From an optimization exercise on the open Yosys and OpenROAD flow, aimed at small area, a short achievable clock period and few clock cycles; shortcuts taken in it are not production practice.
In this exercise RTL edits were held to simulation tests only and were not proved equivalent to the original.
Power figures rest on the tool's default switching activity, not on a simulated workload.

===== flow/design.v =====
module tape_core (
    input  wire        clk,
    input  wire        rst,             
    input  wire        ld_tape,         
    input  wire        ld_exp,          
    input  wire        ld_plen,         
    input  wire        ld_elen,         
    input  wire [3:0]  ld_addr,
    input  wire [4:0]  ld_data,
    input  wire        launch,
    input  wire        launch_mode,     
    input  wire [63:0] launch_a,
    input  wire [63:0] launch_b,
    input  wire [63:0] launch_c,
    output reg  [2:0]  status,
    output reg  [1:0]  result,
    output reg  [2:0]  cause,
    output reg  [4:0]  epc,
    output reg  [5:0]  einsn,
    output reg  [15:0] ocnt,
    output reg  [4:0]  ip,
    output reg  [63:0] reg_a,
    output reg  [63:0] reg_b,
    output reg  [63:0] reg_c,
    output reg         emit_valid,
    output wire [15:0] emit_index,
    output reg  [2:0]  emit_digit
);
    localparam ST_IDLE    = 3'd0;
    localparam ST_RUNNING = 3'd1;
    localparam ST_HALTED  = 3'd2;
    localparam ST_ABORTED = 3'd3;
    localparam ST_FAULTED = 3'd4;
    localparam RES_NONE     = 2'd0;
    localparam RES_SUCCESS  = 2'd1;
    localparam RES_SHORT    = 2'd2;
    localparam RES_MISMATCH = 2'd3;
    localparam CAUSE_RSV_COMBO = 3'd1;
    localparam CAUSE_ODD_LEN   = 3'd2;
    localparam CAUSE_NEG_EXP   = 3'd3;
    reg [2:0] tape [0:15];
    reg [2:0] expd [0:15];
    reg [4:0] plen;
    reg [4:0] elen;
    reg       mode;
    reg       running;
    reg       ph_shift;       
    reg       ph_inc;         
    reg [1:0] dsel;           
    reg [6:0] rem;            
    reg       carry;          
    reg       stk_acc;        
    reg       ph_end;         
    reg       meas;           
    reg [2:0] fr;             
    wire      micro = ph_shift || ph_inc || ph_end;
    wire      micro_wr = ph_shift || (ph_inc && !meas);
    reg [5:0] w0, w1, w2;
    reg       v1, v2;         
    reg [2:0] exp_cur;        
    reg       past_cur;       
    function [5:0] pair;
        input [2:0] i;
        pair = {tape[{i, 1'b0}], tape[{i, 1'b1}]};
    endfunction
    reg [5:0] s0;
    reg       pst;
    reg [3:0] ks;
    reg [2:0] klit;
    reg [1:0] kbm;
    function [8:0] kdec;    
        input [5:0] a;
        input [5:0] b;
        reg [2:0] oa, ob, kr;
        reg da;
        begin
            oa = a[5:3]; ob = b[5:3];
            da = (oa == 3'd0) || (oa == 3'd6) || (oa == 3'd7);
            kr = da ? a[2:0] : b[2:0];
            kdec[8] = !kr[2] || kr == 3'd7;
            kdec[7] = kr == 3'd4;
            kdec[6] = kr == 3'd5;
            kdec[5] = kr == 3'd6;
            kdec[4:2] = kr;
            kdec[1:0] = da ? 2'd0 : (oa == 3'd1) ? 2'd1 : (oa == 3'd2) ? 2'd2 : 2'd0;
        end
    endfunction
    wire [2:0] o0 = s0[5:3];
    wire [2:0] r0 = s0[2:0];
    function pstatic;
        input [5:0] a;      
        input [5:0] b;      
        input       v;      
        reg [2:0] oa, ra, ob, rb;
        reg da, db, cb;
        begin
            oa = a[5:3]; ra = a[2:0]; ob = b[5:3]; rb = b[2:0];
            da = (oa == 3'd0) || (oa == 3'd6) || (oa == 3'd7);
            db = (ob == 3'd0) || (ob == 3'd6) || (ob == 3'd7);
            cb = db || (ob == 3'd2) || (ob == 3'd5);
            pstatic = v && (oa != 3'd3) && !(da && db) &&
                      !(oa == 3'd5 && ob == 3'd5) &&
                      !(cb && rb == 3'd7) &&
                      !(db && rb == 3'd5 && oa == 3'd4) &&
                      !(ra[2] && ((ob == 3'd3 && oa == 3'd0) ||
                                  (ob == 3'd5 && ((rb == 3'd4 && oa == 3'd0) ||
                                                  (rb == 3'd5 && oa == 3'd6) ||
                                                  (rb == 3'd6 && oa == 3'd7)))));
        end
    endfunction
    function [5:0] slot0;
        input [17:0] w;
        input        odd;
        slot0 = odd ? {w[14:12], w[11:9]} : w[17:12];
    endfunction
    wire [2:0] o1 = w1[5:3];
    wire [2:0] r1 = w1[2:0];
    wire [2:0] o2 = w2[5:3];
    wire [2:0] r2 = w2[2:0];
    wire combo0 = (o0 == 3'd0) || (o0 == 3'd2) || (o0 == 3'd5) || (o0 == 3'd6) || (o0 == 3'd7);
    wire combo1 = (o1 == 3'd0) || (o1 == 3'd2) || (o1 == 3'd5) || (o1 == 3'd6) || (o1 == 3'd7);
    wire isdiv0 = (o0 == 3'd0) || (o0 == 3'd6) || (o0 == 3'd7);
    wire isdiv1 = (o1 == 3'd0) || (o1 == 3'd6) || (o1 == 3'd7);
    wire emit0  = (o0 == 3'd5);
    wire emit1  = (o1 == 3'd5);
    wire jmp0   = (o0 == 3'd3);
    wire jmp1   = (o1 == 3'd3);
    wire a_neg = reg_a[63];
    wire [2:0] a_lo = reg_a[2:0];
    wire [2:0] b_lo = reg_b[2:0];
    wire [2:0] c_lo = reg_c[2:0];
    reg       s0_sign;
    reg [2:0] lo0;
    always @(*) begin
        case (r0)
            3'd4: begin s0_sign = reg_a[63]; lo0 = a_lo; end
            3'd5: begin s0_sign = reg_b[63]; lo0 = b_lo; end
            3'd6: begin s0_sign = reg_c[63]; lo0 = c_lo; end
            default: begin s0_sign = 1'b0; lo0 = r0; end
        endcase
    end
    wire rsv0   = combo0 && (r0 == 3'd7);
    wire neg0   = isdiv0 && s0_sign;
    wire fault0 = rsv0 || neg0;
    reg s1_sign;
    always @(*) begin
        case (r1)
            3'd4: s1_sign = reg_a[63];
            3'd5: s1_sign = reg_b[63] && (o0 != 3'd2);
            3'd6: s1_sign = reg_c[63];
            default: s1_sign = 1'b0;
        endcase
    end
    wire rsv1  = combo1 && (r1 == 3'd7);
    wire neg1  = isdiv1 && s1_sign;
    wire haz_k = isdiv1 && (r1 == 3'd5) && (o0 == 3'd4);
    wire       div_s1 = !isdiv0;
    wire       big_a  = (reg_a[63:6] != 58'd0);
    wire       big_b  = (reg_b[63:6] != 58'd0) && (kbm != 2'd2);
    wire       big_c  = (reg_c[63:6] != 58'd0);
    wire [5:0] kb     = (kbm == 2'd1) ? reg_b[5:0] ^ {3'd0, r0} :
                        (kbm == 2'd2) ? {3'd0, lo0} : reg_b[5:0];
    wire [5:0] k      = ({6{ks[3]}} & {3'd0, klit}) | ({6{ks[2]}} & reg_a[5:0]) |
                        ({6{ks[1]}} & kb) | ({6{ks[0]}} & reg_c[5:0]);
    wire       big    = (ks[2] && big_a) || (ks[1] && big_b) || (ks[0] && big_c);
    wire       k_short = (k[5:3] == 3'd0);
    wire       fast_k  = big || k_short;         
    reg [63:0] src;
    always @(*) begin
        if (!micro)
            src = reg_a;
        else case (dsel)
            2'd1:    src = reg_b;
            2'd2:    src = reg_c;
            default: src = reg_a;
        endcase
    end
    reg  [2:0]  t1;
    integer     ti;
    always @(*) begin
        t1 = 3'd7;
        for (ti = 6; ti >= 0; ti = ti - 1)
            if (!src[ti]) t1 = ti[2:0];
    end
    wire [2:0]  rem7   = (rem[6:3] != 4'd0) ? 3'd7 : rem[2:0];
    wire [2:0]  t1p    = (t1 == 3'd7) ? 3'd7 : t1 + 3'd1;
    wire [2:0]  f_meas = carry ? ((t1p < rem7) ? t1p : rem7) : rem7;
    wire [2:0]  f      = ph_inc ? fr : micro ? rem7 :
                         (k_short ? k[2:0] : 3'd7);
    wire [6:0]  lmask  = ~(7'h7f << f);
    wire        addc   = ph_inc && !meas && carry;
    wire [63:0] srcm   = {src[63:7], src[6:0] ^ (lmask & {7{addc}})};
    wire        fill   = src[63];
    wire [63:0] sh1    = f[0] ? {(ph_inc ? srcm[0]  : fill),      srcm[63:1]} : srcm;
    wire [63:0] sh2    = f[1] ? {(ph_inc ? sh1[1:0] : {2{fill}}), sh1[63:2]} : sh1;
    wire [63:0] sh     = f[2] ? {(ph_inc ? sh2[3:0] : {4{fill}}), sh2[63:4]} : sh2;
    wire        stk    = src[63] && ((src[6:0] & lmask) != 7'd0);
    wire [63:0] dres   = (big && !micro) ? 64'd0 : sh;
    wire        nz_a   = (reg_a != 64'd0);
    wire [1:0]  lsh    = isdiv0 ? r0[1:0] : r1[1:0];
    wire [5:0]  a_lsh  = reg_a[5:0] >> lsh;
    wire [2:0]  d_lo   = a_lsh[2:0];
    wire        nz_q   = (reg_a[63:6] != 58'd0) || (a_lsh != 6'd0);
    reg  sm_a, sm_b, sm_c;
    reg  small_k;
    always @(*) begin
        small_k = ks[3] || (ks[2] && sm_a) || (ks[1] && (sm_b || kbm == 2'd2)) ||
                  (ks[0] && sm_c);
    end
    wire div_any = isdiv0 || isdiv1;
    wire lit0    = !r0[2];
    wire d_emit1 = emit1 && ((r1 == 3'd4 && o0 == 3'd0) || (r1 == 3'd5 && o0 == 3'd6) ||
                             (r1 == 3'd6 && o0 == 3'd7));
    wire d_jmp1  = jmp1 && (o0 == 3'd0);
    wire pair_ok =
        pst && !neg1 &&
        !(div_any && !(small_k && !a_neg));
    wire [2:0] exp_d    = exp_cur;
    wire       past_end = past_cur;
    wire       abort0   = emit0 && mode && (past_end || (exp_d != lo0));
    wire       issue1   = pair_ok && !fault0 && !abort0;
    reg       hB, hC, hD;                    
    reg       lA, lB, lC, lD; reg [2:0] lL;  
    reg       dA, dB, dC, dD; reg [2:0] dL;  
    reg       wrA, wrB, wrC;
    always @(*) begin
        hB = 1'b1; hC = 1'b0; hD = 1'b0;
        lA = 1'b0; lB = 1'b1; lC = 1'b0; lD = 1'b0; lL = 3'd0;
        dA = 1'b0; dB = 1'b0; dC = 1'b0; dD = 1'b0; dL = 3'd0;
        wrA = 1'b0; wrB = 1'b0; wrC = 1'b0;
        if (micro) begin
            case (dsel)
                2'd1: begin
                    wrB = 1'b1;
                    hB = 1'b0; hD = 1'b1; lB = 1'b0; lD = 1'b1;
                end
                2'd2: wrC = 1'b1;
                default: wrA = 1'b1;
            endcase
        end else begin
            case (o0)
                3'd0: wrA = 1'b1;
                3'd1: begin wrB = 1'b1; lL = r0; end
                3'd2: begin
                    wrB = 1'b1;
                    hB = 1'b0; lB = 1'b0;
                    case (r0)
                        3'd4: lA = 1'b1;
                        3'd5: lB = 1'b1;
                        3'd6: lC = 1'b1;
                        default: lL = r0;
                    endcase
                end
                3'd4: begin wrB = 1'b1; hC = 1'b1; lC = 1'b1; end
                3'd5: begin
                    case (r0)
                        3'd4: dA = 1'b1;
                        3'd5: dB = 1'b1;
                        3'd6: dC = 1'b1;
                        default: dL = r0;
                    endcase
                end
                3'd6: begin
                    wrB = 1'b1;
                    hB = 1'b0; hD = 1'b1; lB = 1'b0; lD = 1'b1;
                end
                3'd7: wrC = 1'b1;
                default: ;
            endcase
            if (pair_ok) begin
                case (o1)
                    3'd0: wrA = 1'b1;
                    3'd1: begin wrB = 1'b1; lL = lL ^ r1; end
                    3'd2: begin
                        wrB = 1'b1;
                        hB = 1'b0; hC = 1'b0; hD = 1'b0;
                        case (r1)
                            3'd4: begin
                                lB = 1'b0; lC = 1'b0; lL = 3'd0;
                                if (o0 == 3'd0) begin lA = 1'b0; lD = 1'b1; end
                                else begin lA = 1'b1; lD = 1'b0; end
                            end
                            3'd5: ;  
                            3'd6: begin
                                lA = 1'b0; lB = 1'b0; lL = 3'd0;
                                if (o0 == 3'd7) begin lC = 1'b0; lD = 1'b1; end
                                else begin lC = 1'b1; lD = 1'b0; end
                            end
                            default: begin
                                lA = 1'b0; lB = 1'b0; lC = 1'b0; lD = 1'b0; lL = r1;
                            end
                        endcase
                    end
                    3'd4: begin
                        wrB = 1'b1;
                        if (o0 == 3'd7) begin hD = !hD; lD = !lD; end
                        else begin hC = !hC; lC = !lC; end
                    end
                    3'd5: begin
                        case (r1)
                            3'd4: if (o0 == 3'd0) dD = 1'b1; else dA = 1'b1;
                            3'd5: begin dA = lA; dB = lB; dC = lC; dD = lD; dL = lL; end
                            3'd6: if (o0 == 3'd7) dD = 1'b1; else dC = 1'b1;
                            default: dL = r1;
                        endcase
                    end
                    3'd6: begin
                        wrB = 1'b1;
                        hB = 1'b0; hC = 1'b0; hD = 1'b1;
                        lA = 1'b0; lB = 1'b0; lC = 1'b0; lD = 1'b1; lL = 3'd0;
                    end
                    3'd7: wrC = 1'b1;
                    default: ;
                endcase
            end
        end
    end
    wire [63:0] b_new;
    assign b_new[63:3] = ({61{hD}} & dres[63:3]) ^ ({61{hB}} & reg_b[63:3]) ^
                         ({61{hC}} & reg_c[63:3]);
    assign b_new[2:0]  = ({3{lD}} & dres[2:0]) ^ ({3{lB}} & b_lo) ^
                         ({3{lC}} & c_lo) ^ ({3{lA}} & a_lo) ^ lL;
    wire [2:0]  edig   = ({3{dD}} & d_lo) ^ ({3{dB}} & b_lo) ^
                         ({3{dC}} & c_lo) ^ ({3{dA}} & a_lo) ^ dL;
    assign emit_index = ocnt - {15'd0, emit_valid};
    wire emitted = !micro && (emit0 || (issue1 && emit1));
    wire [15:0] ocnt_p1 = ocnt + 16'd1;
    wire abort1  = issue1 && emit1 && mode && (past_end || (exp_d != edig));
    wire [15:0] ocnt_n = emitted ? ocnt_p1 : ocnt;
    wire        eq0    = (ocnt == {11'd0, elen});
    wire        eq1    = (ocnt_p1 == {11'd0, elen});
    wire [1:0]  res_h  = !mode ? RES_NONE : (emitted ? eq1 : eq0) ? RES_SUCCESS : RES_SHORT;
    wire nz_after = ((o0 == 3'd0) || (o1 == 3'd0)) ? nz_q : nz_a;
    wire issue2   = issue1 && v2 && (o2 == 3'd3) && !jmp1 &&
                    !(o0 == 3'd0 && !lit0) && !(o1 == 3'd0 && r1[2]);
    wire [4:0] ip2 = ip + 5'd2;
    wire [4:0] ip4 = ip + 5'd4;
    wire [4:0] ip6 = ip + 5'd6;
    wire h_ip2 = ({1'b0, ip} + 6'd3) >= {1'b0, plen};
    wire h_ip4 = ({1'b0, ip} + 6'd5) >= {1'b0, plen};
    wire h_ip6 = ({1'b0, ip} + 6'd7) >= {1'b0, plen};
    reg [7:0] ht, vt1, vt2;
    integer t;
    always @(*) begin
        for (t = 0; t < 8; t = t + 1) begin
            ht[t]  = (t + 1 >= plen);
            vt1[t] = (t % 2 == 0) && (t + 3 < plen);
            vt2[t] = (t % 2 == 0) && (t + 5 < plen);
        end
    end
    wire h_r0  = ht[r0];
    wire h_r1  = ht[r1];
    wire h_r2  = ht[r2];
    function [1:0] vv;
        input [4:0] p;
        begin
            vv[0] = !p[0] && ({1'b0, p} + 6'd3 < {1'b0, plen});
            vv[1] = !p[0] && ({1'b0, p} + 6'd5 < {1'b0, plen});
        end
    endfunction
    wire [1:0] v_ip2 = vv(ip2), v_ip4 = vv(ip4), v_ip6 = vv(ip6);
    wire [1:0] v_r0 = {vt2[r0], vt1[r0]};
    wire [1:0] v_r1 = {vt2[r1], vt1[r1]};
    wire [1:0] v_r2 = {vt2[r2], vt1[r2]};
    wire [2:0]  qq   = ip[3:1];
    wire [5:0]  p3   = pair(qq + 3'd3);
    wire [5:0]  p4   = pair(qq + 3'd4);
    wire [5:0]  p5   = pair(qq + 3'd5);
    wire [2:0]  jt   = jmp0 ? r0 : jmp1 ? r1 : r2;
    wire [1:0]  jq   = jt[2:1];
    wire [17:0] w_jt = {pair({1'b0, jq}), pair({1'b0, jq} + 3'd1), pair({1'b0, jq} + 3'd2)};
    wire [17:0] w_a1 = {w1, w2, p3};
    wire [17:0] w_a2 = {w2, p3, p4};
    wire [17:0] w_a3 = {p3, p4, p5};
    wire [1:0]  v_jt   = jmp0 ? v_r0 : jmp1 ? v_r1 : v_r2;
    wire [5:0]  s0_a1  = slot0(w_a1, ip[0]);
    wire [5:0]  s0_a2  = slot0(w_a2, ip[0]);
    wire [5:0]  s0_a3  = slot0(w_a3, ip[0]);
    wire [5:0]  s0_jt  = slot0(w_jt, jt[0]);
    wire        ps_a1  = pstatic(s0_a1, w_a1[11:6], v_ip2[0]);
    wire        ps_a2  = pstatic(s0_a2, w_a2[11:6], v_ip4[0]);
    wire        ps_a3  = pstatic(s0_a3, w_a3[11:6], v_ip6[0]);
    wire        ps_jt  = pstatic(s0_jt, w_jt[11:6], v_jt[0]);
    wire [8:0]  kd_a1  = kdec(s0_a1, w_a1[11:6]);
    wire [8:0]  kd_a2  = kdec(s0_a2, w_a2[11:6]);
    wire [8:0]  kd_a3  = kdec(s0_a3, w_a3[11:6]);
    wire [8:0]  kd_jt  = kdec(s0_jt, w_jt[11:6]);
    reg  [4:0]  nip;
    reg         halt_next;
    reg  [1:0]  v_next;
    reg  [1:0]  nsel;      
    always @(*) begin
        if (jmp0) begin
            nip = nz_a ? {2'b00, r0} : ip2;       halt_next = nz_a ? h_r0 : h_ip2;
            nsel = nz_a ? 2'd3 : 2'd0;
        end else if (!issue1) begin
            nip = ip2;                            halt_next = h_ip2;
            nsel = 2'd0;
        end else if (jmp1) begin
            nip = nz_after ? {2'b00, r1} : ip4;   halt_next = nz_after ? h_r1 : h_ip4;
            nsel = nz_after ? 2'd3 : 2'd1;
        end else if (issue2) begin
            nip = nz_after ? {2'b00, r2} : ip6;   halt_next = nz_after ? h_r2 : h_ip6;
            nsel = nz_after ? 2'd3 : 2'd2;
        end else begin
            nip = ip4;                            halt_next = h_ip4;
            nsel = 2'd1;
        end
    end
    reg  [17:0] w_next;
    reg  [5:0]  s0_next;
    reg         ps_next;
    reg  [8:0]  kd_next;
    always @(*) begin
        case (nsel)
            2'd0: begin w_next = w_a1; s0_next = s0_a1; ps_next = ps_a1; v_next = v_ip2; kd_next = kd_a1; end
            2'd1: begin w_next = w_a2; s0_next = s0_a2; ps_next = ps_a2; v_next = v_ip4; kd_next = kd_a2; end
            2'd2: begin w_next = w_a3; s0_next = s0_a3; ps_next = ps_a3; v_next = v_ip6; kd_next = kd_a3; end
            default: begin w_next = w_jt; s0_next = s0_jt; ps_next = ps_jt; v_next = v_jt; kd_next = kd_jt; end
        endcase
    end
    wire halt_ip   = ({1'b0, ip} + 6'd1) >= {1'b0, plen};
    wire go_micro = isdiv0 && !(small_k && !a_neg);
    wire [6:0] rem_n   = rem - {4'd0, f};
    wire       stk_n   = stk_acc || stk;
    always @(posedge clk) begin
        if (!running) begin
            if (ld_tape) tape[ld_addr] <= ld_data[2:0];
            if (ld_exp)  expd[ld_addr] <= ld_data[2:0];
        end
    end
    always @(posedge clk) begin
        if (rst) begin
            status     <= ST_IDLE;
            running    <= 1'b0;
            ph_shift   <= 1'b0;
            ph_inc     <= 1'b0;
            ph_end     <= 1'b0;
            result     <= RES_NONE;
            cause      <= 3'd0;
            epc        <= 5'd0;
            einsn      <= 6'd0;
            ocnt       <= 16'd0;
            ip         <= 5'd0;
            reg_a      <= 64'd0;
            sm_a       <= 1'b1;
            sm_b       <= 1'b1;
            sm_c       <= 1'b1;
            reg_b      <= 64'd0;
            reg_c      <= 64'd0;
            plen       <= 5'd0;
            elen       <= 5'd0;
            mode       <= 1'b0;
            emit_valid <= 1'b0;
            emit_digit <= 3'd0;
        end else begin
            emit_valid <= 1'b0;
            if (!running) begin
                if (ld_plen) plen <= ld_data;
                if (ld_elen) elen <= ld_data;
                if (launch) begin
                    reg_a  <= launch_a;
                    sm_a   <= (launch_a[63:3] == 61'd0);
                    sm_b   <= (launch_b[63:3] == 61'd0);
                    sm_c   <= (launch_c[63:3] == 61'd0);
                    reg_b  <= launch_b;
                    reg_c  <= launch_c;
                    mode   <= launch_mode;
                    ip     <= 5'd0;
                    ocnt   <= 16'd0;
                    einsn  <= 6'd0;
                    if (plen[0]) begin
                        status  <= ST_FAULTED;
                        result  <= RES_NONE;
                        cause   <= CAUSE_ODD_LEN;
                        epc     <= plen - 5'd1;
                    end else if (plen == 5'd0) begin
                        status  <= ST_HALTED;
                        result  <= !launch_mode ? RES_NONE :
                                   (elen == 5'd0) ? RES_SUCCESS : RES_SHORT;
                        cause   <= 3'd0;
                        epc     <= 5'd0;
                    end else begin
                        status  <= ST_RUNNING;
                        running <= 1'b1;
                        result  <= RES_NONE;
                        cause   <= 3'd0;
                        epc     <= 5'd0;
                    end
                end
            end else if (micro) begin
                if (wrA && micro_wr) reg_a <= dres;
                if (wrB && micro_wr) sm_b <= 1'b0;
                if (wrC && micro_wr) sm_c <= 1'b0;
                if (wrB && micro_wr) reg_b <= b_new;
                if (wrC && micro_wr) reg_c <= dres;
                if (ph_shift) begin
                    rem     <= rem_n;
                    stk_acc <= stk_n;
                    if (rem[6:3] == 4'd0) begin
                        ph_shift <= 1'b0;
                        if (stk_n) begin
                            ph_inc <= 1'b1;
                            meas   <= 1'b1;
                            rem    <= 7'd64;
                            carry  <= 1'b1;
                        end else
                            ph_end <= 1'b1;
                    end
                end else if (ph_inc) begin
                    if (meas) begin
                        fr   <= f_meas;
                        meas <= 1'b0;
                    end else begin
                        rem   <= rem_n;
                        carry <= carry && (fr <= t1);
                        meas  <= 1'b1;
                        if ({4'd0, fr} == rem) begin
                            ph_inc <= 1'b0;
                            ph_end <= 1'b1;
                        end
                    end
                end else begin
                    ph_end <= 1'b0;
                    if (halt_ip) begin
                        status  <= ST_HALTED;
                        running <= 1'b0;
                        result  <= !mode ? RES_NONE : eq0 ? RES_SUCCESS : RES_SHORT;
                    end
                end
            end else if (fault0) begin
                status  <= ST_FAULTED;
                running <= 1'b0;
                cause   <= rsv0 ? CAUSE_RSV_COMBO : CAUSE_NEG_EXP;
                epc     <= ip;
                einsn   <= {o0, r0};
            end else begin
                if (wrA && !abort0) reg_a <= dres;
                if (wrB && !abort0) sm_b <= (!hB || sm_b) && (!hC || sm_c) && (!hD || sm_a);
                if (wrC && !abort0) sm_c <= sm_a;
                if (wrB && !abort0) reg_b <= b_new;
                if (wrC && !abort0) reg_c <= dres;
                ocnt <= ocnt_n;
                if (emitted) begin
                    emit_valid <= 1'b1;
                    emit_digit <= edig;
                end
                dsel    <= (o0 == 3'd0) ? 2'd0 : (o0 == 3'd6) ? 2'd1 : 2'd2;
                rem     <= (big || k_short) ? 7'd0 : {1'b0, k} - 7'd7;
                carry   <= 1'b1;
                stk_acc <= stk && !big;
                if (abort0 || abort1) begin
                    status  <= ST_ABORTED;
                    running <= 1'b0;
                    result  <= RES_MISMATCH;
                    ip      <= abort0 ? ip2 : ip4;
                end else begin
                    ip <= nip;
                    if (go_micro)
                        ph_shift <= 1'b1;
                    else if (halt_next) begin
                        status  <= ST_HALTED;
                        running <= 1'b0;
                        result  <= res_h;
                    end
                end
            end
        end
    end
    always @(posedge clk) begin
        if (!running) begin
            {w0, w1, w2} <= {pair(3'd0), pair(3'd1), pair(3'd2)};
            s0  <= pair(3'd0);
            pst <= pstatic(pair(3'd0), pair(3'd1), plen > 5'd3);
            {ks, klit, kbm} <= kdec(pair(3'd0), pair(3'd1));
            v1 <= (plen > 5'd3);
            v2 <= (plen > 5'd5);
            exp_cur  <= expd[4'd0];
            past_cur <= (elen == 5'd0);
        end else if (!micro) begin
            {w0, w1, w2} <= w_next;
            s0  <= s0_next;
            pst <= ps_next;
            {ks, klit, kbm} <= kd_next;
            v1 <= v_next[0];
            v2 <= v_next[1];
            if (emitted) begin
                exp_cur  <= expd[ocnt_p1[3:0]];
                past_cur <= (ocnt_p1 >= {11'd0, elen});
            end
        end
    end
endmodule

===== flow/flow/run.sh =====
#!/bin/bash
# The standard layout, with plain buffers (buf_1) on the ports in place of
# the delay buffers buffer_ports picks by default. Every tool's output goes
# to a log in this folder (and ORFS's own logs under orfs/logs).
set -euo pipefail
bash standard.sh "BUFFER_PORTS_ARGS=-buffer_cell sky130_fd_sc_hd__buf_1" finish > standard_flow.log 2>&1

===== flow/standard.sh =====
#!/bin/bash
# synth_recipe.tcl (not shown) runs the flow's synth.tcl, then flattens the netlist and writes it again
# the make line also repeats each setting of config.mk as NAME=value (left out here)
make -C /OpenROAD-flow-scripts/flow DESIGN_CONFIG=/design/flow/config.mk WORK_HOME=/design/flow/orfs CLKGATE_MAP_FILE= SYNTH_SCRIPT=/design/flow/synth_recipe.tcl "${@:-finish}"

===== flow/config.mk =====
export PLATFORM = sky130hd
export DESIGN_NAME = tape_core
export DESIGN_NICKNAME = tape_core
export VERILOG_FILES = /design/flow/design.v
export SDC_FILE = /design/flow/constraint.sdc
export NUM_CORES = 4
export LEC_CHECK = 0
export CAP_MARGIN = 0
export CORE_MARGIN = 2
export CORE_UTILIZATION = 40
export SETUP_SLACK_MARGIN = 5
export SLEW_MARGIN = 0

===== flow/constraint.sdc =====
create_clock -name core_clock -period 9.0 [get_ports {clk}]
set_input_delay 1.8000 -clock core_clock [delete_from_list [all_inputs] [get_ports {clk}]]
set_output_delay 1.8000 -clock core_clock [all_outputs]
set_load 0.01 [all_outputs]

==> metrics.md, run 1 <==
| Metric | Value |
|---|---|
| Worst setup EP type | `flop` |
| Post-synthesis sequential element count | `397` |
| Relative slew margins | `18.9%` |
| Share of cell area taken by muxes after synthesis | `8.17%` |
| Number of antenna violations at the first check in global routing | `16` |
| Height of the chip | `285 um` |
| Total of max-cap violations | `0` |
| Remaining DRCs | `0` |
| Hpwl dp | `106000 um` |
| Proportion of layout cells with a drive suffix above 1 | `14.7%` |
| Synthesized instance count | `4117` |
| Largest net degree at the start of global routing | `187` |
| Share of power burned in the clock network | `24.1%` |
| Post-placement cell count | `5333` |
| Crit Path Max Fanout | `6` |
| Cell at the root of the clock tree | `clkbuf_16` |
| Switching pwr | `0.00391 W` |
| Total Nets Final | `4779` |
| Async set-or-reset flop fraction in the synthesized netlist | `0%` |
| Global-route wire length before repair | `224000 um` |
| Ys flop type | `dfxtp_1` |
| Crit path kind | `reg2reg` |
| GP Congestion | `1.00` |
| Clock transition at path regs | `0.07 ns` |
| Status | `finished clean` |
| Initial Utilization | `40.3%` |
| Adder-cell area share of the yosys netlist | `2.83%` |
| PortBufs | `459` |
| Hold Buf Count CTS | `0` |
| Maximum level of the CTS H-tree | `2` |
| Post-Synth Simple-Gate Area | `23.7%` |
| Number of ports placed on the die boundary | `461` |
| Crit path DAT | `4.52 ns` |
| Data required time at the worst endpoint | `9.39 ns` |
| Area of the die | `81400 um^2` |
| Dominant combinational cell family by area after synthesis | `simple AND/OR/NAND/NOR gates` |
| Total global routing overflow | `0` |
| Seq pwr share | `27.3%` |
| Leak Pwr | `13.8 nW` |
| Register area share after synthesis | `29.7%` |
| Slew at the pin with the worst max-slew slack | `1.20 ns` |
| Number of filler cells placed in the layout | `7852` |
| Number of DRC markers after the initial detailed-route iteration | `6100` |
| Synth unique cells | `104` |
| Setup TNS Final | `0 ns` |
| Final routed wirelength across all metal layers | `157000 um` |
| Buffer depth of the longest clock path | `3` |
| Core region area | `78600 um^2` |
| Detailed-route via count | `37100` |
| Rows | `103` |
| PwrDens | `224 nW/um^2` |
| Synth Warn # | `1` |
| Horiz. Die Dim | `285 um` |
| Vias in the first global route | `32800` |
| Pre-antenna DRT Iters | `9` |
| Setup-failing EPs final | `0` |
| Cts bufs inserted | `48` |
| Insertion delay of the later-clocked pin in the worst-skew pair | `0.63 ns` |
| Compound-Gate Fraction of Synth Area | `23.1%` |
| Net count after synthesis | `4397` |
| Achievable frequency | `0.242 GHz` |
| Worst Skew | `0.0387 ns` |
| XOR/XNOR share of the synthesized area | `6.09%` |
| Internal Power | `0.00474 W` |
| All-Layer GR Usage | `35.9%` |
| Sort of element at the start of the critical path | `flop` |
| Post-Synthesis Cell Area | `31700 um^2` |
| Unrepaired setup endpoints after global routing | `yes` |
| Post-DR wirelength/cell | `28.0 um` |
| Minimum clock period after layout | `4.13 ns` |
| CTS tree | `built` |
| Synthesis-to-finish area growth | `22.2%` |
| Switching share of power | `45.2%` |
| Number of enable flip-flop cells after synthesis | `144` |
| Finished Layout Cells | `5594` |
| Final cycle utilization of the critical path | `45.9%` |
| Hold violation total from the final report | `0` |
| Clock sink count | `397` |
| Min-Delay Path Class | `reg2reg` |
| Vias/cell | `6.63` |
| IR drop worst, VDD | `0.162 mV` |
| Average cell area after synthesis | `7.69 um^2` |
| Number of antenna-violating nets in the routed design | `0` |
| Number of max-slew violations in the final report | `0` |
| Part of the power in combinational logic | `48.6%` |
==> final timing paths <==
kind	startpoint	end	slack, ns	cells after the start
worst max-delay path	s0[4]$_DFFE_PN_	ks[1]$_DFFE_PN_	4.87	17
worst min-delay path	cause[0]$_SDFFE_PP0P_	cause[0]$_SDFFE_PP0P_	0.46	2
worst max register to register	s0[4]$_DFFE_PN_	ks[1]$_DFFE_PN_	4.87	17
worst min register to register	cause[0]$_SDFFE_PP0P_	cause[0]$_SDFFE_PP0P_	0.46	2
==> kinds of logic (layout without fill, tap and decap cells) <==
logic type | Yosys count | in the layout
buffers and inverters | 522 | 937
AOI/OAI and AO/OA | 1122 | 1126
other | 1 | 8
adders and majority gates | 71 | 71
xor gates and xnor gates | 217 | 217
muxes | 180 | 180
and+or+nand+nor | 1607 | 1608
DFF | 397 | 397
==> critical path: stages, from the launching register on <==
cell and delay (ns):
edfxtp_1 0.40, buf_6 0.15, or3_4 0.42, nand3_4 0.12, o21ai_4 0.08, a211o_1 0.31
a2111oi_4 0.40, a21oi_4 0.13, or3_4 0.43, a21oi_4 0.18, buf_4 0.15, ha_4 0.20
clkinvlp_4 0.16, nor2_4 0.14, a2111oi_4 0.07, a311oi_2 0.32, nand2b_4 0.19, nor2_1 0.04
==> registers in the layout, indices dropped and copies added, names as in the netlist, 7 cells and up <==
| name | flops |
|---|---|
| rem | 7 |
| ocnt | 16 |
| expd | 48 |
| tape | 48 |
| reg_b | 64 |
| reg_c | 64 |
| reg_a | 64 |
==> cell usage in the layout, fill, tap and decap left out, drive strengths merged, types with 18 or more instances in the layout <==
cell and count:
buf 658, nor2 480, nand2 393, o21ai 358, nor3 314, dfxtp 253, a21oi 201, inv 169
xnor2 164, edfxtp 144, nor4 109, o22ai 103, clkbuf 80, a221oi 77, and3 70, nand3 70
ha 70, mux2i 68, a31oi 66, a221o 64, mux4 57, mux2 55, xor2 51, a211oi 44
o211ai 34, nand2b 32, nor2b 30, nand4 29, a21o 24, and2 18
==> layer usage <==
metal / track usage (%) / up-vias / part of all wire (%)
li1: - / 16000 / -
met4: 17.3 / 16 / 6.0
met1: 50.6 / 17600 / 40
met3: 10.3 / 521 / 14
met5: 0 / - / 0.061
met2: 49.8 / 2978 / 40
==> stage by stage <==
stage | util (%) | power (W) | cell area [um^2] | setup WS (ns) | hold WS (ns)
6_report | 49.2 | 0.00865 | 38700 | 4.87 | 0.461
5_1_grt | 49.2 | 0.00893 | 38700 | 4.74 | 0.491
3_3_place_gp | 43.3 | 0.00580 | 34000 | 2.67 | 0.448
3_5_place_dp | 43.3 | 0.00580 | 34000 | 2.52 | 0.452
4_1_cts | 47.4 | 0.00817 | 37300 | 4.85 | 0.462
2_1_floorplan | - | 0.00467 | 31800 | 5.00 | 0.473
==> layout make-up <==
| type | count | area (um^2) | area share [%] |
|---|---|---|---|
| tap | 1050 | 1310 | 3.40 |
| inverter | 175 | 727 | 1.88 |
| multi-input combinational | 3203 | 21800 | 56.3 |
| sequential | 397 | 9420 | 24.3 |
| clock buffer | 67 | 1390 | 3.58 |
| antenna | 7 | 17.5 | 0.0453 |
| timing repair buffer | 674 | 3800 | 9.82 |
| clock inverter | 21 | 243 | 0.628 |
==> synthesized netlist by cell type, drive strengths merged, types with 11 or more instances <==
| library cell | instances | area, um^2 |
|---|---|---|
| a31oi | 66 | 434 |
| o31ai | 13 | 97.6 |
| o21ai | 357 | 1790 |
| or2 | 11 | 68.8 |
| mux2i | 68 | 684 |
| nor4 | 109 | 688 |
| o21a | 16 | 120 |
| o211ai | 34 | 255 |
| a221oi | 77 | 681 |
| nand3 | 70 | 350 |
| a211oi | 44 | 330 |
| a21o | 24 | 180 |
| a22oi | 12 | 90.1 |
| xnor2 | 164 | 1440 |
| and3 | 70 | 443 |
| dfxtp | 253 | 5060 |
| nand4 | 29 | 181 |
| nor2 | 480 | 1800 |
| edfxtp | 144 | 4320 |
| mux4 | 57 | 1280 |
| xor2 | 51 | 447 |
| nand2b | 31 | 194 |
| or3 | 15 | 98.8 |
| nor2b | 30 | 188 |
| nor3 | 314 | 1590 |
| and2 | 18 | 113 |
| a221o | 64 | 641 |
| o22ai | 103 | 644 |
| inv | 170 | 638 |
| a21oi | 201 | 1010 |
| nand2 | 393 | 1480 |
| ha | 70 | 876 |
| buf | 59 | 284 |
| clkbuf | 288 | 1080 |
| mux2 | 55 | 619 |
==> power by group through the flow <==
stage / Combinational [W] / Clock, W / Sequential (W)
4_1_cts: 0.00376 / 0.00209 / 0.00233
2_1_floorplan: 0.00239 / 0 / 0.00228
3_3_place_gp: 0.00341 / 0 / 0.00239
5_1_grt: 0.00441 / 0.00215 / 0.00236
6_report: 0.00420 / 0.00209 / 0.00236
3_5_place_dp: 0.00340 / 0 / 0.00240
==> repair_timing <==
action,4_1_cts,5_1_grt
resized for setup,200,191
pin swaps,29,76
buffers inserted,79,74
endpoints found under the setup margin,268,164
gates cloned,7,6
Testbench counts, summed over its fixed seeds: cycles 30,018.
==> run 2, diff against run 1 <==
--- a/flow/design.v
+++ b/flow/design.v
@@ -368,5 +368,8 @@
     wire [5:0]  p5   = pair(qq + 3'd5);
-    wire [2:0]  jt   = jmp0 ? r0 : jmp1 ? r1 : r2;
-    wire [1:0]  jq   = jt[2:1];
-    wire [17:0] w_jt = {pair({1'b0, jq}), pair({1'b0, jq} + 3'd1), pair({1'b0, jq} + 3'd2)};
+    function [17:0] wtarget;
+        input [2:0] t;
+        wtarget = {pair({1'b0, t[2:1]}), pair({1'b0, t[2:1]} + 3'd1),
+                   pair({1'b0, t[2:1]} + 3'd2)};
+    endfunction
+    wire [17:0] w_t0 = wtarget(r0), w_t1 = wtarget(r1), w_t2 = wtarget(r2);
     wire [17:0] w_a1 = {w1, w2, p3};
@@ -374,3 +377,2 @@
     wire [17:0] w_a3 = {p3, p4, p5};
-    wire [1:0]  v_jt   = jmp0 ? v_r0 : jmp1 ? v_r1 : v_r2;
     wire [5:0]  s0_a1  = slot0(w_a1, ip[0]);
@@ -378,3 +380,5 @@
     wire [5:0]  s0_a3  = slot0(w_a3, ip[0]);
-    wire [5:0]  s0_jt  = slot0(w_jt, jt[0]);
+    wire [5:0]  s0_t0  = slot0(w_t0, r0[0]);
+    wire [5:0]  s0_t1  = slot0(w_t1, r1[0]);
+    wire [5:0]  s0_t2  = slot0(w_t2, r2[0]);
     wire        ps_a1  = pstatic(s0_a1, w_a1[11:6], v_ip2[0]);
@@ -382,3 +386,5 @@
     wire        ps_a3  = pstatic(s0_a3, w_a3[11:6], v_ip6[0]);
-    wire        ps_jt  = pstatic(s0_jt, w_jt[11:6], v_jt[0]);
+    wire        ps_t0  = pstatic(s0_t0, w_t0[11:6], v_r0[0]);
+    wire        ps_t1  = pstatic(s0_t1, w_t1[11:6], v_r1[0]);
+    wire        ps_t2  = pstatic(s0_t2, w_t2[11:6], v_r2[0]);
     wire [8:0]  kd_a1  = kdec(s0_a1, w_a1[11:6]);
@@ -386,3 +392,10 @@
     wire [8:0]  kd_a3  = kdec(s0_a3, w_a3[11:6]);
-    wire [8:0]  kd_jt  = kdec(s0_jt, w_jt[11:6]);
+    wire [8:0]  kd_t0  = kdec(s0_t0, w_t0[11:6]);
+    wire [8:0]  kd_t1  = kdec(s0_t1, w_t1[11:6]);
+    wire [8:0]  kd_t2  = kdec(s0_t2, w_t2[11:6]);
+    wire [17:0] w_jt   = jmp0 ? w_t0  : jmp1 ? w_t1  : w_t2;
+    wire [5:0]  s0_jt  = jmp0 ? s0_t0 : jmp1 ? s0_t1 : s0_t2;
+    wire        ps_jt  = jmp0 ? ps_t0 : jmp1 ? ps_t1 : ps_t2;
+    wire [8:0]  kd_jt  = jmp0 ? kd_t0 : jmp1 ? kd_t1 : kd_t2;
+    wire [1:0]  v_jt   = jmp0 ? v_r0  : jmp1 ? v_r1  : v_r2;
     reg  [4:0]  nip;
--- a/flow/config.mk
+++ b/flow/config.mk
@@ -7,6 +7,6 @@
 export LEC_CHECK = 0
-export CAP_MARGIN = 0
+export CAP_MARGIN = 20
 export CORE_MARGIN = 2
 export CORE_UTILIZATION = 40
-export SETUP_SLACK_MARGIN = 5
-export SLEW_MARGIN = 0
+export SETUP_SLACK_MARGIN = 4.5
+export SLEW_MARGIN = 20
==> metrics.md, run 2 <==
| Metric | Value |
|---|---|
| List of most frequent post-synthesis cells | `nand2_1, a21oi_1, nor2_1` |
| Initial Utilization | `40.4% (+0.14 points)` |
| Smallest hold slack | `0.468 ns (+0.00722 ns)` |
| Achievable frequency | `0.217 GHz (-10%)` |
| Remaining DRCs | `0 (unchanged)` |
| Area of the die | `88400 um^2 (+8.6%)` |
| Buffer depth of the longest clock path | `3 (unchanged)` |
| Number of antenna-violating nets in the routed design | `0 (unchanged)` |
| Final routed wirelength across all metal layers | `170000 um (+8.2%)` |
| Max incr delay on CP | `0.72 ns (+0.29 ns)` |
| Cells along the critical path | `nor4_1 -> nand4_1 -> or4_1 -> a32o_1 -> o21ai_1 -> buf_4 -> nand2_2 -> buf_4 -> a21oi_1 -> a21oi_1 -> a211oi_1` |
| Cell taking the most area after synthesis | `dfxtp_1` |
| XOR/XNOR share of the synthesized area | `5.77% (-0.33 points)` |
| Hpwl dp | `124000 um (+17%)` |
| Number of ports placed on the die boundary | `461 (unchanged)` |
| Total number of cells along the worst setup path | `11 (-6)` |
| Setup TNS Final | `0 ns (unchanged)` |
| Critical path buffer and inverter count | `2 (-1)` |
| Status | `finished clean` |
| Total of max-cap violations | `0 (unchanged)` |
| Top cells by area, synth | `dfxtp_1, edfxtp_1, mux4_2` |
| Endpoint of the most critical register-to-register path | `reg_a[33]$_SDFFE_PP0P_` |
| Flop-to-flop setup slack | `4.39 ns (-0.48 ns)` |
| Largest regs | `reg_a (64), reg_b (64), reg_c (64)` |
| Worst setup EP type | `flop` |
| PortBufs | `459 (unchanged)` |
| Pre-antenna DRT Iters | `9 (unchanged)` |
| Data required time at the worst endpoint | `9.56 ns (+0.17 ns)` |
| Cell at the root of the clock tree | `clkbuf_16` |
| Vias in the first global route | `34400 (+5.0%)` |
| Worst Skew | `0.0479 ns (+0.00915 ns)` |
| Post-synthesis sequential element count | `403 (+1.5%)` |
| Unrepaired setup endpoints after global routing | `yes` |
| Number of DRC markers after the initial detailed-route iteration | `5633 (-7.7%)` |
| Cell with the most instances after synthesis | `nand2_1` |
| WHS Endpoint | `einsn[1]$_SDFFE_PP0P_` |
| Adder-cell area share of the yosys netlist | `2.68% (-0.15 points)` |
| Clock sink count | `403 (+1.5%)` |
| Number of max-slew violations in the final report | `0 (unchanged)` |
| Crit Path Max Fanout | `51 (+45)` |
| Dominant combinational cell family by area after synthesis | `compound AO/OA/AOI/OAI gates` |
| Cts bufs inserted | `49 (+2.1%)` |
| Slew at the pin with the worst max-slew slack | `1.11 ns (-0.0915 ns)` |
| Hold violation total from the final report | `0 (unchanged)` |
| Startpoint of the tightest hold check path | `einsn[1]$_SDFFE_PP0P_` |
| Compound-Gate Fraction of Synth Area | `24.3% (+1.2 points)` |
| Critical-path cell with the highest stage delay | `or4_1` |
| Vias/cell | `6.65 (+0.28%)` |
| Global route hottest layer | `met2` |
| GP Congestion | `1.05 (+4.8%)` |
| Maximum level of the CTS H-tree | `2 (unchanged)` |
| Hold Buf Count CTS | `0 (unchanged)` |
| CTS tree | `built` |
| Height of the chip | `297 um (+4.2%)` |
| Crit path DAT | `5.17 ns (+0.65 ns)` |
| Leak Pwr | `13.4 nW (-3.1%)` |
| Ys flop type | `dfxtp_1` |
| Min-Delay Path Class | `reg2reg` |
| Minimum clock period after layout | `4.61 ns (+0.480 ns)` |
| Sort of element at the start of the critical path | `flop` |
| Total global routing overflow | `0 (unchanged)` |
| Post-Synthesis Cell Area | `34400 um^2 (+8.7%)` |
| Synthesis-to-finish area growth | `14.8%` |
| Clock transition at path regs | `0.06 ns (about the same)` |
| Number of antenna violations at the first check in global routing | `14 (-2)` |
| Reg-to-Reg Start | `reg_b[50]$_SDFFE_PP0P_` |
| Global-route wire length before repair | `243000 um (+8.6%)` |
| Met2 track demand over resource | `54.5% (+4.7 points)` |
| Net count after synthesis | `4631 (+5.3%)` |
| Relative slew margins | `25.8% (+6.8 points)` |
| Post-Synth Simple-Gate Area | `21.1% (-2.7 points)` |
| IR drop worst, VDD | `0.148 mV (-8.6%)` |
| Register area share after synthesis | `27.6% (-2.0 points)` |
| Post-DR wirelength/cell | `29.3 um (+4.6%)` |
| All-Layer GR Usage | `36.4% (+0.45 points)` |
| Most used cells in the layout excluding fill and tap cells | `buf_1, nand2_1, a21oi_1` |
| Insertion delay of the later-clocked pin in the worst-skew pair | `0.65 ns (+0.02 ns)` |
| Final cycle utilization of the critical path | `51.2% (+5.3 points)` |
| Number of cells on the worst hold path | `2 (unchanged)` |
| Worst path top cell family by delay | `simple AND/OR/NAND/NOR gates` |
| Core region area | `85100 um^2 (+8.3%)` |
| Synthesized instance count | `4349 (+5.6%)` |
| Async set-or-reset flop fraction in the synthesized netlist | `0% (unchanged)` |
| PwrDens | `206 nW/um^2 (-8.0%)` |
| Horiz. Die Dim | `297 um (+4.2%)` |
| Proportion of layout cells with a drive suffix above 1 | `11.2% (-3.6 points)` |
| Share of cell area taken by muxes after synthesis | `13.3% (+5.1 points)` |
| Crit path kind | `reg2reg` |
| Met1 track demand over resource | `48.0% (-2.6 points)` |
| Synth unique cells | `97 (-6.7%)` |
| Total Nets Final | `4878 (+2.1%)` |
| Number of enable flip-flop cells after synthesis | `144 (unchanged)` |
| Synth Warn # | `1 (unchanged)` |
| Rows | `107 (+3.9%)` |
| Most common library cell in the layout ignoring fill and taps | `buf_1` |
| Detailed-route via count | `38500 (+3.7%)` |
| Setup-failing EPs final | `0 (unchanged)` |
| FF-to-FF path depth | `11 (-6)` |
| Average cell area after synthesis | `7.91 um^2 (+2.9%)` |
| Met3 track demand over resource | `10.1% (-0.18 points)` |
| Largest net degree at the start of global routing | `100 (-47%)` |
| Area fraction of the dominant cell type after synthesis | `15.1% (-0.93 points)` |
run 2: changes by cell type after synthesis, moves of 52 or more:
cell	change
a211oi_1	+95
a21oi_1	+242
a221o_1	-58
a221oi_1	-61
a22oi_1	+55
inv_1	-89
mux4_2	+56
nand2_1	+59
nand3_1	+271
nor2_1	-123
nor3_1	-237
o211ai_1	+52
o22ai_1	-87
run 2: per-layer routing:
layer,wire [um],vias to the layer above
li1,-,16900
met1,64800,18200
met2,71700,2823
met3,22400,492
met4,10500,12
met5,77,-
run 2: kinds of logic after synthesis:
logic type / after synthesis
and+or+nand+nor: 1552
AOI/OAI and AO/OA: 1335
buffers and inverters: 468
DFF: 403
muxes: 303
xor gates and xnor gates: 214
adders and majority gates: 73
other: 1
run 2: worst reg2reg max path, delay by kind of cell (launching register included):
kind	cells	cell delay, ns
and+or+nand+nor	4	1.86
AOI/OAI and AO/OA	5	1.57
DFF	1	0.48
buffers and inverters	2	0.62
run 2: layout make-up:
class	instances	area, um^2
flip-flops and latches	403	9520
clock buffers	64	1370
fillers	8572	45700
diodes	8	20.0
well taps	1144	1430
multi-input cells	3482	23700
inverters	83	344
repair buffers	577	2790
clock inverters	26	308
run 2: through the flow:
stage	worst slack, ns	utilization [%]	power (W)	cell area [um^2]	std cells
after global routing	4.37	46.4	0.00843	39500	5787
final	4.39	46.4	0.00812	39500	5787
after global placement	3.41	43.2	0.00572	36800	5638
after CTS	4.47	45.7	0.00789	38900	5757
after detailed placement	3.18	43.2	0.00573	36800	5638
after floorplan	4.53	-	0.00455	34400	4349
run 2: report_power, final:
group	internal, W	switching [W]
clock network	0.00122	0.000886
logic	0.00120	0.00237
registers	0.00207	0.000377
run 2: how the worst max path moves through the flow:
stage	startpoint	endpoint	slack, ns
finish	reg_b[50]$_SDFFE_PP0P_	reg_a[33]$_SDFFE_PP0P_	4.39
global route	s0[3]$_DFFE_PN_	pst$_DFFE_PN_	4.37
CTS	s0[1]$_DFFE_PN_	ks[2]$_DFFE_PN_	4.47
detailed placement	s0[5]$_DFFE_PN_	pst$_DFFE_PN_	3.18
global placement	s0[5]$_DFFE_PN_	pst$_DFFE_PN_	3.41
floorplan	ip[1]$_SDFFE_PP0P_	ks[2]$_DFFE_PN_	4.53
run 2: timing repair:
| action | 4_1_cts | 5_1_grt |
|---|---|---|
| gates cloned | 4 | 2 |
| resized for setup | 46 | 79 |
| pin swaps | 2 | 12 |
| endpoints found under the setup margin | 251 | 205 |
| endpoints found under the hold margin | 0 | 0 |
| setup buffers | 25 | 20 |
Testbench counts of run 2, summed over its fixed seeds: cycles 30,018.

-- static timing again, ports no longer ideal --
No port has a modelled driver above. Below, the same layouts with a new extraction and two added sets of constraints.
Step 1 assumes that a clkbuf_16 drives the clock port and a buf_2 every other input.
Step 2, shift: input delay + t, output delay - t, t = (earliest + latest rising clock arrival at the registers) / 2. This alone moves slack from input paths to output paths.
a / b / c = no drivers / after step 1 / after step 2; a / b = the first two.
| run | shift t [ns] | setup slack, ns | slew at the worst register clock pin (ns) | worst data-port slew with drivers (ns) | pins driven straight from the clock port |
|---|---|---|---|---|---|
| run 1 | 0.681 | 4.872 / 4.842 / 4.384 | 0.07 / 0.07 | 0.14 | 1 |
| run 2 | 0.699 | 4.392 / 4.392 / 4.217 | 0.07 / 0.07 | 0.18 | 1 |
After both steps every run listed still meets setup and hold. For run 1, which loses most, drivers alone change the setup slack by -0.030 ns; drivers and shift together by -0.488 ns.
